Context: an optimization exercise on an open-source flow, tuned for a short achievable clock period and few clock cycles. The choices shown serve that exercise and are no tape-out recipe. The RTL was checked by simulation tests, not by an equivalence proof against the original design. No activity file was given, so power comes from the tool's default toggle rates.

## plio_enc
module plio_enc (
    input  wire        clk,
    input  wire        rst,
    input  wire        go,
    input  wire [15:0] win_start,
    input  wire [15:0] win_count,
    input  wire [15:0] src_len,
    input  wire [15:0] dst_len,
    output reg         pm_re,
    output reg  [15:0] pm_addr,
    input  wire [31:0] pm_rdata,
    output reg         lm_we,
    output reg  [15:0] lm_addr,
    output reg  [15:0] lm_wdata,
    output wire        busy,
    output reg         done,
    output reg  [15:0] result,
    output reg  [3:0]  fcode,
    output reg  [31:0] finfo
);
    localparam [3:0] F_NONE        = 4'd0;
    localparam [3:0] F_SRC_BOUNDS  = 4'd2;
    localparam [3:0] F_DST_BOUNDS  = 4'd3;
    localparam [3:0] F_VALUE_RANGE = 4'd4;
    localparam [2:0] S_IDLE  = 3'd0;
    localparam [2:0] S_CHK1  = 3'd1;    
    localparam [2:0] S_CHK2  = 3'd2;    
    localparam [2:0] S_CHK3  = 3'd3;    
    localparam [2:0] S_RUN   = 3'd4;
    localparam [2:0] S_E3    = 3'd5;    
    localparam [2:0] S_E4    = 3'd6;    
    localparam [2:0] S_FIN   = 3'd7;    
    localparam QD = 8;           
    localparam QA = 3;
    localparam RW = 55;          
    localparam B_LAST = 54;      
    localparam B_VR   = 53;      
    localparam B_L1   = 52;      
    localparam B_L2   = 51;      
    localparam B_PN   = 50;      
    localparam B_ISH  = 49;      
    localparam B_CNZ  = 48;      
    reg  [2:0]  state;
    reg         busy_r;
    assign busy = busy_r;
    reg [15:0] c_start, c_count, c_src, c_dst;
    reg [16:0] ck_sum;
    reg [17:0] ck_3n;        
    reg        ck_safe;      
    reg        tb_any;       
    reg        all_cap;      
    reg        lm4_done;     
  ...
Size: about 3700 cells after synthesis, ~0.049 mm² of cells after synthesis.
clock: 10.0 ns
lec_check: 0
abc_clock_period_in_ps: 3000
cap_margin: 20
core_margin: 2
core_utilization: 65
slew_margin: 20
standard.sh (not shown) runs the stock make flow with config.mk's settings and CLKGATE_MAP_FILE= SYNTH_SCRIPT=/design/flow/synth_recipe.tcl, a recipe that flattens the netlist after the stock synthesis.
==> flow/flow/run.sh <==
#!/bin/bash
# The standard layout (the standard.sh, unchanged synthesis and steps),
# with timing repair aimed below the clock period: repair_timing works on
# every path with less than 7.5 ns of slack at the design's 10 ns clock.
set -euo pipefail
bash standard.sh SETUP_SLACK_MARGIN=7.5 finish > standard_flow.log 2>&1
Testbench counts at the start, summed over its fixed seeds: cycles 370,595.
Edit:
--- a/flow/design.v
+++ b/flow/design.v
@@ -68,12 +68,14 @@
     reg [11:0] abs12C;       
     reg [15:0] idxC;
     reg [15:0] nzcnt;        
     reg        nzc_nz;
     reg [15:0] nz1, nz2;     
     reg [15:0] np1, np2;     
+    reg        nz2_sm;       
+    reg        np2_sm;       
     reg [RW-1:0] q_mem [0:QD-1];
     reg [QA-1:0] q_wp, q_rp;
     reg [QA:0]   q_cnt;
     reg          q_have;     
     reg          hv;
     reg [RW-1:0] H;
@@ -181,13 +183,13 @@
     wire hdr_wr    = (state == S_RUN) && hdr_busy;
     wire issue     = running && !ending && (rd_rem != 16'd0) && (q_cnt <= QD - 4);
     wire rd_tb     = !pm_rdata[31] && (|pm_rdata[30:27]);
     wire lm4_wr    = (state == S_RUN) && !hdr_busy && !hv && ck_safe && !tb_any && !lm4_done &&
                      (all_cap || (capture && r_last && !rd_tb));
     wire [15:0] d_cnt = nzC ? np2 : nz2;
-    wire d_small   = nzC ? (np2[15:12] == 4'd0) : ((nz2[15:12] == 4'd0) && !(&nz2[11:0]));
+    wire d_small   = nzC ? np2_sm : nz2_sm;
     wire direct    = fast && (state == S_RUN) && !hdr_busy && !hv && !q_have && lm4_done && !full && d_small;
     always @(posedge clk) begin
         if (rst) begin
             state   <= S_IDLE;
             busy_r  <= 1'b0;
             done    <= 1'b0;
@@ -330,22 +332,25 @@
         end
         C_full <= !clear && (move || (C_full && !step));
         if (clear || (step && nzC)) begin
             nzcnt  <= 16'd0;
             nz1    <= 16'd1;
             nz2    <= 16'd2;
+            nz2_sm <= 1'b1;
             nzc_nz <= 1'b0;
         end else if (step) begin
             nzcnt  <= nz1;
             nz1    <= nz2;
             nz2    <= nz2 + 16'd1;
+            nz2_sm <= (nz2 < 16'd4094);
             nzc_nz <= 1'b1;
         end
         if (step && nzC) begin
             np1 <= start ? 16'd2 : np2;
             np2 <= start ? 16'd3 : np2 + 16'd1;
+            np2_sm <= start || (np2 < 16'd4095);
         end
         if (!q_cnt[QA])
             q_mem[q_wp] <= p_rec;
         if (clear) begin
             q_wp   <= 0;
             q_rp   <= 0;
Outcome: The changed run completed without violations; setup slack is about the same; routed wire length went up by 2.5%; critical path depth does not change; utilization is lower by 0.59 points; synthesized area is about the same; total power came out higher by 1.7%; final area goes down by 0.55%; combinational power went up by about 6%.
Testbench counts after the change, summed over its fixed seeds: cycles 370,595.

* * *

violet:
Another version of the RTL of plio_enc (not shown whole).
For scale: about 3600 cells after synthesis, ~200 I/O pins, about 0.048 mm^2 of cells after synthesis.
==> flow/design.v (excerpt) <==
module plio_enc (
    input  wire        clk,
    input  wire        rst,
    input  wire        go,
    input  wire [15:0] win_start,
    input  wire [15:0] win_count,
    input  wire [15:0] src_len,
    input  wire [15:0] dst_len,
    output reg         pm_re,
    output reg  [15:0] pm_addr,
    input  wire [31:0] pm_rdata,
    output reg         lm_we,
    output reg  [15:0] lm_addr,
    output reg  [15:0] lm_wdata,
    output wire        busy,
    output reg         done,
    output reg  [15:0] result,
    output reg  [3:0]  fcode,
    output reg  [31:0] finfo
);
export LEC_CHECK = 0
export ABC_CLOCK_PERIOD_IN_PS = 3000
export CAP_MARGIN = 20
export CORE_MARGIN = 2
export CORE_UTILIZATION = 40
export SLEW_MARGIN = 20
create_clock -name core_clock -period 10.0 [get_ports {clk}]
Scripts as last shown in full above: flow/flow/run.sh
violet reached the final stage; the timing, DRC and antenna checks on its layout passed.
Testbench counts of violet, summed over its fixed seeds: cycles 371,917.
Input-level comparison between garnet and violet:
diff --git a/flow/design.v b/flow/design.v
--- a/flow/design.v
+++ b/flow/design.v
@@ -158,64 +158,70 @@
         3'd3:    begin hdr_addr = 16'd5; hdr_word = 16'h0000; end
         default: begin hdr_addr = 16'd6; hdr_word = 16'h0000; end
         endcase
     end
     wire hdr_busy = (hdr_cnt != 3'd5);
     wire w_try    = (state == S_RUN) && !hdr_busy && hv;
     wire w_vr     = w_try && h_vr;
     wire w_dst    = w_try && !h_vr && full;
     wire w_emit   = w_try && !h_vr && !full;
     wire w_pop    = w_emit && !h_rest;
     wire h_free   = !hv || w_pop;
     wire ld_fifo  = h_free && q_have;
-    wire ld_byp   = h_free && !q_have && p_push;
-    wire q_push   = p_push && !ld_byp;
+    wire p_pushq  = p_push && !direct;
+    wire ld_byp   = h_free && !q_have && p_pushq;
+    wire q_push   = p_pushq && !ld_byp;
     wire [QA:0] q_cnt_nx = q_cnt + (q_push ? 1'b1 : 1'b0) - (ld_fifo ? 1'b1 : 1'b0);
     wire go_start  = (state == S_IDLE) && go;
     wire chk_fail  = (state == S_CHK3) && chk_end;
     wire fault_end = (state == S_RUN) && (w_vr || w_dst);
     wire ending    = chk_fail || fault_end || (state == S_FIN);
     wire hdr_wr    = (state == S_RUN) && hdr_busy;
-    wire lm4_wr    = (state == S_RUN) && !hdr_busy && !hv && ck_safe && all_cap && !tb_any && !lm4_done;
+    wire rd_tb     = !pm_rdata[31] && (|pm_rdata[30:27]);
+    wire lm4_wr    = (state == S_RUN) && !hdr_busy && !hv && ck_safe && !tb_any && !lm4_done &&
+                     (all_cap || (capture && r_last && !rd_tb));
+    wire [15:0] d_cnt = nzC ? np2 : nz2;
+    wire d_small   = nzC ? (np2[15:12] == 4'd0) : ((nz2[15:12] == 4'd0) && !(&nz2[11:0]));
+    wire direct    = fast && (state == S_RUN) && !hdr_busy && !hv && !q_have && lm4_done && !full && d_small;
     always @(posedge clk) begin
         if (rst) begin
             state   <= S_IDLE;
             busy_r  <= 1'b0;
             done    <= 1'b0;
             pm_re   <= 1'b0;
             lm_we   <= 1'b0;
             hdr_cnt <= 3'd5;
         end else begin
             done   <= ending;
             busy_r <= go_start || (busy_r && !ending);
-            lm_we  <= w_emit || hdr_wr || lm4_wr || (state == S_E3) || (state == S_E4);
+            lm_we  <= w_emit || direct || hdr_wr || lm4_wr || (state == S_E3) || (state == S_E4);
             if (go_start)
                 pm_re <= 1'b1;
             else if (ending)
                 pm_re <= 1'b0;
             else if (pm_re)
                 pm_re <= (rd_rem != 16'd1) && (q_cnt <= QD - 4);
             else
                 pm_re <= (rd_rem != 16'd0) && (q_cnt <= QD - 4) && running;
             if (state == S_CHK3)
                 hdr_cnt <= 3'd0;
             else if (hdr_wr)
                 hdr_cnt <= hdr_cnt + 3'd1;
             case (state)
             S_IDLE:  if (go) state <= S_CHK1;
             S_CHK1:  state <= S_CHK2;
             S_CHK2:  state <= S_CHK3;
             S_CHK3:  state <= chk_end ? S_IDLE : S_RUN;
             S_RUN:   if (w_vr || w_dst) state <= S_IDLE;
-                     else if (w_pop && h_last) state <= S_E3;
+                     else if ((w_pop && h_last) || direct) state <= S_E3;
             S_E3:    state <= lm4_done ? S_FIN : S_E4;
             S_E4:    state <= S_FIN;
             default: state <= S_IDLE;
             endcase
         end
     end
     always @(posedge clk) begin
         pm_addr <= (state == S_IDLE) ? win_start : pm_addr + {15'd0, pm_re};
         if (state == S_IDLE) begin
             c_start  <= win_start;
             c_count  <= win_count;
             c_src    <= src_len;
@@ -247,32 +253,35 @@
         end else begin
             if (capture && !rd_neg && (|pm_rdata[30:27]))
                 tb_any <= 1'b1;
             if (capture && r_last)
                 all_cap <= 1'b1;
             if (lm4_wr)
                 lm4_done <= 1'b1;
         end
         if (state == S_CHK1) begin
             op   <= 16'd7;
             room <= c_dst - 16'd7;
             full <= (c_dst == 16'd7);
-        end else if (w_emit) begin
+        end else if (w_emit || direct) begin
             op   <= op + 16'd1;
             room <= room - 16'd1;
             full <= (room == 16'd1);
         end
         if (w_emit) begin
             lm_addr  <= op;
             lm_wdata <= h_word;
+        end else if (direct) begin
+            lm_addr  <= op;
+            lm_wdata <= {nzC ? 4'd4 : 4'd0, d_cnt[11:0]};
         end else if (hdr_wr) begin
             lm_addr  <= hdr_addr;
             lm_wdata <= hdr_word;
         end else if (state == S_E3) begin
             lm_addr  <= 16'd3;
             lm_wdata <= {1'b0, op[14:0]};
         end else begin
             lm_addr  <= 16'd4;
             lm_wdata <= {15'd0, op[15]};
         end
         result <= (state == S_FIN) ? op : 16'd0;
         if (state == S_CHK3) begin
@@ -353,15 +362,15 @@
             H <= q_have ? q_mem[q_rp] : p_rec;
         else if (w_emit) begin
             if (h_l1)
                 H[B_L1] <= 1'b0;
             else if (h_l2)
                 H[B_L2] <= 1'b0;
             else
                 H[15:0] <= h_cnt - (h_ish ? 16'd4095 : 16'd4094);
         end
         if (clear)
             hv <= 1'b0;
         else if (h_free)
-            hv <= q_have || p_push;
+            hv <= q_have || p_pushq;
     end
 endmodule
### Flow results
garnet | status: complete | timing, DRC, antenna: pass
Summary: area enclosed by the die boundary, garnet worse than violet
Compared with violet, garnet shows first-iteration DRC count higher by about 6.4%.
The highest cell delay on the worst timing path of violet and that of garnet are within noise of each other.
From violet to garnet the numbers moved as follows: final wirelength increased by about 6.4% relative to the old numbers, actual transition at the worst max-transition pin saw an increase, via count climbed about 2.3%, worst slack after detailed placement higher.
Compared with violet, garnet ends up with more cell area.
Row count of garnet exceeds that of violet slightly.
garnet reports a lower maximum number of pins on one net before global-route repair than violet does.
garnet ends up with a clock network power share that is 11 points higher than in violet.
Worst setup slack, violet and garnet, lower one = violet.
Testbench counts of garnet, summed over its fixed seeds: cycles 370,595.

## what the ideal ports hide
No port has a modelled driver above. Below, the same layouts with a new extraction and two added sets of constraints.
Step 1: set_driving_cell puts a clkbuf_16 on clk and a buf_2 on each other input, an assumption about the parent block.
Step 2 also shifts input and output timing later by t, the mid clock arrival at the registers, as if the neighbouring blocks saw the same clock.
a / b / c = no drivers / after step 1 / after step 2; a / b = the first two.
run | t, ns | setup WS [ns] | latest minus earliest clock arrival (ns)
the first run of note 1 | 0.750 | 6.830 / 6.758 / 6.348 | 0.036 / 0.035
the second run of note 1 | 0.744 | 6.831 / 6.762 / 6.230 | 0.038 / 0.037
violet | 0.766 | 6.760 / 6.684 / 6.736 | 0.043 / 0.043
garnet | 0.752 | 6.775 / 6.702 / 6.750 | 0.036 / 0.035
After both steps setup and hold are still met in every run listed. The setup slack of the second run of note 1, which loses most, moves by -0.069 ns with the drivers and by -0.601 ns with both steps.
